This design comes from an exercise in tuning for a short achievable clock period and few clock cycles on the open sky130 flow, not from production work. At most, simulation tests tie the RTL to the original design; equivalence was not proved. No activity file was given, so power comes from the tool's default toggle rates.

==> run a <==
## mc3_engine
module mc3_engine (
    input  wire        clk,
    input  wire        rst,           
    input  wire        start,         
    input  wire [15:0] prog_len,      
    output wire [15:0] prog_addr,
    input  wire [7:0]  prog_rdata,
    output reg         mem_en,
    output reg         mem_we,
    output reg  [24:0] mem_addr,
    output reg  [23:0] mem_wdata,
    input  wire [23:0] mem_rdata,
    output wire        done,          
    output wire [1:0]  fault,         
    output wire [15:0] pc,            
    output wire [24:0] mem_len        
);
clock: 8.0 ns
lec_check: 0
abc_clock_period_in_ps: 2500
cap_margin: 20
core_margin: 2
core_utilization: 40
setup_slack_margin: 5
slew_margin: 20
run.sh (not shown) runs the stock make flow with config.mk's settings and CLKGATE_MAP_FILE= SYNTH_SCRIPT=/design/flow/synth_recipe.tcl, a recipe that flattens the netlist after the stock synthesis.
==> run b: changes against run a <==
--- a/flow/design.v
+++ b/flow/design.v
@@ -35,10 +35,12 @@
     assign mem_len = mlen_r;
     wire go = start && !busy;
     reg [15:0] qB  [0:Q-1];
     reg [23:0] qC  [0:Q-1];
     reg [23:0] qD  [0:Q-1];
+    reg [24:0] qBE [0:Q-1];      
+    reg [24:0] qDE [0:Q-1];      
     reg [1:0]  qcls[0:Q-1];
     reg [Q-1:0] qv;              
     reg [Q-1:0] qskip;           
     reg [Q-1:0] qrep;            
     reg [Q-1:0] qlc, qst, qlm, qsq;    
@@ -75,15 +77,24 @@
     wire       f_islast  = fv && (fidx >= 4'd3) && (fidx == f_lastidx);
     wire       f_run     = busy && !fend;
     reg [15:0] aB;
     reg [23:0] aC;
     reg [15:0] aD;           
+    reg [15:0] aBE;          
+    reg        aBEc;         
+    reg [15:0] aDE;          
+    reg        aDEc;
     reg        aCz;          
     reg        aR0;          
     reg        aR0b;         
     reg        aR1;          
     wire [7:0] b = prog_rdata;
+    wire [8:0] sum_bc0 = {1'b0, aB[7:0]}  + {1'b0, b};
+    wire [8:0] sum_bc1 = {1'b0, aB[15:8]} + {1'b0, b} + {8'd0, aBEc};
+    wire [8:0] sum_dc0 = {1'b0, aC[7:0]}  + {1'b0, b};
+    wire [8:0] sum_dc1 = {1'b0, aC[15:8]} + {1'b0, b} + {8'd0, aDEc};
+    wire [8:0] sum_dc2 = {1'b0, aC[23:16]} + {1'b0, b} + {8'd0, aDEc};
     wire [7:0] aBl_m1  = aB[7:0] - 8'd1;
     wire [7:0] aBh_m1  = aB[15:8] - 8'd1;
     localparam [3:0] E_IDLE = 4'd0,
                      E_ST_A = 4'd1,   
                      E_ST_B = 4'd2,   
@@ -93,13 +104,10 @@
                      E_WB   = 4'd9,   
                      E_BUB  = 4'd10,  
                      E_BUBR = 4'd11,  
                      E_REP  = 4'd12;  
     reg [3:0]  es;
-    reg        acc_en;       
-    reg [24:0] acc_addr;
-    reg [23:0] rep_data;     
     reg [24:0] raddr;        
     reg [24:0] waddr;        
     reg [23:0] rleft;        
     reg        lm_rep;
     localparam [2:0] U_IDLE = 3'd0, U_RD = 3'd1, U_CAP = 3'd2, U_DIG = 3'd3, U_RDY = 3'd4;
@@ -135,13 +143,10 @@
             assign st3n[g] = (sd[g] == 2'd3) ? t3x4 + 16'd45 :
                              (sd[g] == 2'd2) ? t3x4 + 16'd21 :
                              (sd[g] == 2'd1) ? t3x4 - 16'd3  : t3x4 - 16'd27;
         end
     endgenerate
-    reg  [1:0] u_wr;         
-    wire [11:0] u_root0 = (us[0] == U_RDY) ? ur[0] : srn[0];
-    wire [11:0] u_root1 = (us[1] == U_RDY) ? ur[1] : srn[1];
     wire [3:0]  s0x = mem_rdata[23:20];
     wire [1:0]  s0d = (s0x >= 4'd9) ? 2'd3 : (s0x >= 4'd4) ? 2'd2 :
                       (s0x >= 4'd1) ? 2'd1 : 2'd0;
     wire [3:0]  s0sq = (s0d == 2'd3) ? 4'd9 : (s0d == 2'd2) ? 4'd4 :
                        (s0d == 2'd1) ? 4'd1 : 4'd0;
@@ -151,17 +156,21 @@
         input [1:0]  cls;
         input        skip;
         input [15:0] eb;
         input [23:0] ec;
         input [23:0] ed;
+        input [24:0] ebe;
+        input [24:0] ede;
         input [23:0] a;
         begin
             case (cls)
                 C_LC: touches = ({8'd0, eb} == a);
                 C_ST: touches = ({8'd0, eb} == a) || ({8'd0, ec[15:0]} == a);
                 C_SQ: touches = ({8'd0, eb} == a) || (ed == a);
-                default: touches = !skip;
+                default: touches = !skip &&
+                    ((({1'b0, a} >= {9'd0, eb}) && ({1'b0, a} < ebe)) ||
+                     (({1'b0, a} >= {1'b0, ed}) && ({1'b0, a} < ede)));
             endcase
         end
     endfunction
     function [2:0] nxt;
         input [2:0] k;
@@ -174,14 +183,14 @@
     integer k, kp;
     always @(*) begin
         for (k = 0; k < Q; k = k + 1) begin
             kp = (k == 0) ? Q - 1 : k - 1;
             hzn[k] = !qv[k] ||
-                (u_busy[0] && touches(qcls[k], qskip[k], qB[k], qC[k], qD[k], uD[0])) ||
-                (u_busy[1] && touches(qcls[k], qskip[k], qB[k], qC[k], qD[k], uD[1]));
+                (u_busy[0] && touches(qcls[k], qskip[k], qB[k], qC[k], qD[k], qBE[k], qDE[k], uD[0])) ||
+                (u_busy[1] && touches(qcls[k], qskip[k], qB[k], qC[k], qD[k], qBE[k], qDE[k], uD[1]));
             phn[k] = qv[k] && qv[kp] && qsq[kp] && !rpo[k] &&
-                touches(qcls[k], qskip[k], qB[k], qC[k], qD[k], qD[kp]);
+                touches(qcls[k], qskip[k], qB[k], qC[k], qD[k], qBE[k], qDE[k], qD[kp]);
         end
     end
     reg [15:0] hB;
     reg [23:0] hC;
     reg [23:0] hD;
@@ -203,85 +212,46 @@
     wire h_skip = |(qskip & rpo);
     wire h_rep  = |(qrep & rpo);
     wire u_free0 = (us[0] == U_IDLE);
     wire u_free1 = (us[1] == U_IDLE);
     wire at_bnd  = (es == E_IDLE);
-    wire uw      = at_bnd && (u_wr != 2'b00);            
-    wire uw1     = !u_wr[0];                             
+    wire uw      = at_bnd && (u_rdy != 2'b00);           
+    wire uw1     = !u_rdy[0];                            
     wire hz_ok   = (u_busy == 2'b00) || !h_hz;
     assign pop   = at_bnd && !uw && h_v && hz_ok && (!h_sq || u_free0 || u_free1);
     wire pop_u1  = !u_free0;                             
     wire room    = (nres < Q);
     wire f_alloc = f_run && ((!fv && room) || (f_islast && left != 16'd1 && room));
     wire f_fault = f_run && fv && (fidx == 4'd2) && d_fault;
-    reg        n_en;
-    reg        n_we;
-    reg [24:0] n_addr;
-    reg [23:0] n_wdata;
-    always @(*) begin
-        n_en    = 1'b0;
-        n_we    = 1'b0;
-        n_addr  = waddr;
-        n_wdata = mem_rdata;
-        case (es)
-            E_IDLE: begin
-                if (uw) begin
-                    n_en    = 1'b1;
-                    n_we    = 1'b1;
-                    n_addr  = {1'b0, uw1 ? uD[1] : uD[0]};
-                    n_wdata = {12'd0, uw1 ? u_root1 : u_root0};
-                end else if (pop) begin
-                    n_en    = !h_skip;
-                    n_we    = h_lc;
-                    n_addr  = (h_lc || h_st || h_sq) ? {9'd0, hB} : {1'b0, hD};
-                    n_wdata = hC;
-                end
-            end
-            E_ST_B, E_RB, E_BUB, E_WA, E_BUBR: begin
-                n_en = 1'b1;
-                n_we = 1'b1;
-            end
-            E_RA: begin
-                n_en   = !lm_rep && (rleft != 24'd0);
-                n_addr = raddr + 25'd1;
-            end
-            E_WB: begin
-                n_en   = 1'b1;
-                n_addr = raddr + 25'd1;
-            end
-            E_REP: begin
-                n_en    = 1'b1;
-                n_we    = 1'b1;
-                n_wdata = rep_data;
-            end
-            default: ;
-        endcase
-    end
     always @(posedge clk) begin
         if (t1_v) begin
             case (t1_idx)
                 4'd1: aB[7:0]  <= b;
                 4'd2: aB[15:8] <= b;
                 4'd3: begin
                     aC[7:0] <= b;
+                    {aBEc, aBE[7:0]} <= sum_bc0;
                     aCz <= (b == 8'd0);
                 end
                 4'd4: begin
                     aC[15:8] <= b;
+                    {aBEc, aBE[15:8]} <= sum_bc1;
                     aCz <= aCz && (b == 8'd0);
                 end
                 4'd5: begin
                     aC[23:16] <= b;
                     aCz <= aCz && (b == 8'd0);
                 end
                 4'd6: begin
                     aD[7:0] <= b;
+                    {aDEc, aDE[7:0]} <= sum_dc0;
                     aR0  <= (b == aBl_m1);
                     aR0b <= (aB[7:0] == 8'd0);
                 end
                 4'd7: begin
                     aD[15:8] <= b;
+                    {aDEc, aDE[15:8]} <= sum_dc1;
                     aR1 <= aR0 && (aR0b ? ((b == aBh_m1) && (aB[15:8] != 8'd0))
                                         : (b == aB[15:8]));
                 end
                 default: begin
                     d_cls <= in_cls;
@@ -295,26 +265,22 @@
                 qcls[i] <= t1_cls;
                 qlc[i]  <= (t1_cls == C_LC);
                 qst[i]  <= (t1_cls == C_ST);
                 qlm[i]  <= (t1_cls == C_LM);
                 qsq[i]  <= (t1_cls == C_SQ);
+                qBE[i]  <= {{1'b0, aC[23:16]} + {8'd0, aBEc}, aBE};
                 case (t1_cls)
                     C_LC: qC[i] <= {b, aC[15:0]};
                     C_ST: qC[i] <= {8'd0, b, aC[7:0]};
                     default: qC[i] <= aC;
                 endcase
                 qD[i]    <= {b, aD};
+                qDE[i]   <= {sum_dc2, aDE};
                 qskip[i] <= (t1_cls == C_LM) && aCz;
                 qrep[i]  <= aR1 && (b == 8'd0);
             end
         end
-        mem_addr  <= n_addr;
-        mem_wdata <= n_wdata;
-        if (n_en)
-            acc_addr <= n_addr;
-        if (es == E_BUBR)
-            rep_data <= mem_rdata;
         for (i = 0; i < 2; i = i + 1) begin
             case (us[i])
                 U_CAP: begin
                     un[i]  <= mem_rdata[19:0];
                     ur[i]  <= {10'd0, s0d};
@@ -366,13 +332,11 @@
             t1_last <= 1'b0;
             t1_cls  <= 2'd0;
             es      <= E_IDLE;
             mem_en  <= 1'b0;
             mem_we  <= 1'b0;
-            acc_en  <= 1'b0;
             us[0]   <= U_IDLE;
-            u_wr    <= 2'b00;
             us[1]   <= U_IDLE;
         end else begin
             t1_v    <= go ? (prog_len != 16'd0) : (fv && f_run);
             t1_idx  <= go ? 4'd0 : fidx;
             t1_slot <= go ? rpb : fslot;
@@ -389,14 +353,14 @@
                 fpc     <= 16'd0;
                 fslot   <= rpb;
                 f_lt5   <= prog_len < 16'd5;
                 f_lt6   <= prog_len < 16'd6;
                 f_lt9   <= prog_len < 16'd9;
-                pc_r    <= 16'd0;
                 if (prog_len == 16'd0) begin
                     fend <= 1'b1;
                     fv   <= 1'b0;
+                    pc_r <= 16'd0;
                 end else begin
                     fend <= 1'b0;
                     fv   <= 1'b1;
                 end
             end else if (f_run) begin
@@ -458,76 +422,105 @@
             end
             qhz <= hzn;
             qph <= phn;
             if (go)
                 mlen_r <= 25'd0;
-            else if (acc_en && (acc_addr >= mlen_r))
-                mlen_r <= acc_addr + 25'd1;
+            else if (mem_en && (mem_addr >= mlen_r))
+                mlen_r <= mem_addr + 25'd1;
             for (i = 0; i < 2; i = i + 1) begin
                 case (us[i])
                     U_RD:  us[i] <= U_CAP;
                     U_CAP: us[i] <= U_DIG;
-                    U_DIG: if (uit[i] == 3'd1)
-                               us[i] <= (uw && (uw1 == i[0])) ? U_IDLE : U_RDY;
+                    U_DIG: if (uit[i] == 3'd1) us[i] <= U_RDY;
                     U_RDY: if (uw && (uw1 == i[0])) us[i] <= U_IDLE;
                     default: ;
                 endcase
-                u_wr[i] <= ((us[i] == U_DIG) && (uit[i] == 3'd2)) ||
-                           (((us[i] == U_RDY) || ((us[i] == U_DIG) && (uit[i] == 3'd1))) &&
-                            !(uw && (uw1 == i[0])));
             end
             if (pop && h_sq) begin
                 if (pop_u1) us[1] <= U_RD;
                 else        us[0] <= U_RD;
             end
-            mem_en <= n_en;
-            mem_we <= n_we;
-            acc_en <= n_en;
+            mem_en <= 1'b0;
+            mem_we <= 1'b0;
             case (es)
                 E_IDLE: begin
-                    raddr     <= {1'b0, hD};
-                    waddr     <= h_st ? {9'd0, hC[15:0]} : {9'd0, hB};
-                    rleft     <= hC - 24'd1;
-                    lm_rep    <= h_rep;
-                    if (pop) begin
+                    if (uw) begin
+                        mem_en    <= 1'b1;
+                        mem_we    <= 1'b1;
+                        mem_addr  <= {1'b0, uw1 ? uD[1] : uD[0]};
+                        mem_wdata <= {12'd0, uw1 ? ur[1] : ur[0]};
+                    end else if (pop) begin
+                        mem_en    <= !h_skip;
+                        mem_we    <= h_lc;
+                        mem_addr  <= (h_lc || h_st || h_sq) ? {9'd0, hB} : {1'b0, hD};
+                        mem_wdata <= hC;
+                        raddr     <= {1'b0, hD} + 25'd1;
+                        waddr     <= h_st ? {9'd0, hC[15:0]} : {9'd0, hB};
+                        rleft     <= hC - 24'd1;
+                        lm_rep    <= h_rep;
                         if (h_st)
                             es <= E_ST_A;
                         else if (!h_lc && !h_sq && !h_skip)
                             es <= E_RA;
                     end
                 end
                 E_ST_A: es <= E_ST_B;
-                E_ST_B: es <= E_IDLE;
+                E_ST_B: begin
+                    mem_en    <= 1'b1;
+                    mem_we    <= 1'b1;
+                    mem_addr  <= waddr;
+                    mem_wdata <= mem_rdata;
+                    es        <= E_IDLE;
+                end
                 E_RA: begin
                     if (lm_rep) begin
                         es <= E_BUBR;
                     end else if (rleft != 24'd0) begin
+                        mem_en   <= 1'b1;
+                        mem_addr <= raddr;
                         raddr    <= raddr + 25'd1;
                         rleft    <= rleft - 24'd1;
                         es       <= E_RB;
                     end else begin
                         es <= E_BUB;
                     end
                 end
                 E_RB, E_BUB: begin
+                    mem_en    <= 1'b1;
+                    mem_we    <= 1'b1;
+                    mem_addr  <= waddr;
+                    mem_wdata <= mem_rdata;
                     waddr     <= waddr + 25'd1;
                     es        <= (es == E_RB) ? E_WA : E_IDLE;
                 end
                 E_WA: begin
+                    mem_en    <= 1'b1;
+                    mem_we    <= 1'b1;
+                    mem_addr  <= waddr;
+                    mem_wdata <= mem_rdata;
                     waddr     <= waddr + 25'd1;
                     es        <= (rleft != 24'd0) ? E_WB : E_IDLE;
                 end
                 E_WB: begin
+                    mem_en   <= 1'b1;
+                    mem_addr <= raddr;
                     raddr    <= raddr + 25'd1;
                     rleft    <= rleft - 24'd1;
                     es       <= E_RA;
                 end
                 E_BUBR: begin
+                    mem_en    <= 1'b1;
+                    mem_we    <= 1'b1;
+                    mem_addr  <= waddr;
+                    mem_wdata <= mem_rdata;
                     waddr     <= waddr + 25'd1;
                     es        <= (rleft != 24'd0) ? E_REP : E_IDLE;
                 end
                 E_REP: begin
+                    mem_en   <= 1'b1;
+                    mem_we   <= 1'b1;
+                    mem_addr <= waddr;
                     waddr    <= waddr + 25'd1;
                     rleft    <= rleft - 24'd1;
                     if (rleft == 24'd1)
                         es <= E_IDLE;
                 end
==> results.yml <==
die:
  rows: 142
  num_tap_cells: 2016
cts:
  post_cts_resize_count: 683
layout:
  clkCellAreaFrac_pct: 5.40
  postLayoutCoreUtil_pct: 48.4
synth:
  synth_edf_count: 783
  synth_xor_area_share_pct: 11.6
worst_setup_path:
  cp_num_buf_inv: 2
outcome:
  status: "no timing/DRC/antenna violations"
Source of the figures above: run a

==> results.yml <==
outcome:
  status: "no timing/DRC/antenna violations"
synth:
  synth_xor_area_share_pct: 4.97
  synthTopCellsByCount: "1725 x ha_1, 1116 x edfxtp_1, 716 x a21oi_1"
  synth_edf_count: 1116
die:
  num_tap_cells: 3167
placed_design:
  gp_congestion: 1.07
layout:
  postLayoutCoreUtil_pct: 49.9
  clkCellAreaFrac_pct: 4.58
cts:
  cts_inserted_buffers: 160
  post_cts_resize_count: 1235
power:
  power_leader: "clock"
worst_setup_path:
  cp_num_buf_inv: 4
global_routing:
  grt_overflow_total: 0
Source of the figures above: run b

Testbench counts of run a, summed over its fixed seeds: cycles 24,782.
Only the layout flow was run in run b; the RTL was not checked for function there.

port drivers added, routing unchanged:
The flow's constraints put no driver on any port. The routed layouts listed below were extracted and timed again, unchanged, in two steps. Step 1 assumes that a clkbuf_16 drives the clock port and a buf_2 every other input. Step 2 adds t to the input delays and takes it off the output delays; t is the mean of the earliest and latest rising clock arrival at the registers after step 1. Input paths then give back, and output paths get back, about the clock's delay inside the block. Slacks: ideal ports / drivers / drivers and shift; pairs: ideal ports / drivers.
run | shift t [ns] | slack for setup (ns) | hold WS [ns] | worst setup path at the end | clock arrival spread, ns
run a | 0.852 | 4.786 / 4.786 / 4.233 | 0.458 / 0.458 / 0.458 | input to register | 0.076 / 0.076
run b | 0.941 | 4.679 / 4.679 / 3.965 | 0.459 / 0.459 / 0.459 | input to register | 0.071 / 0.072
After both steps every run listed still meets setup and hold. The setup slack of run b, which loses most, moves by 0.000 ns with the drivers and by -0.714 ns with both steps.
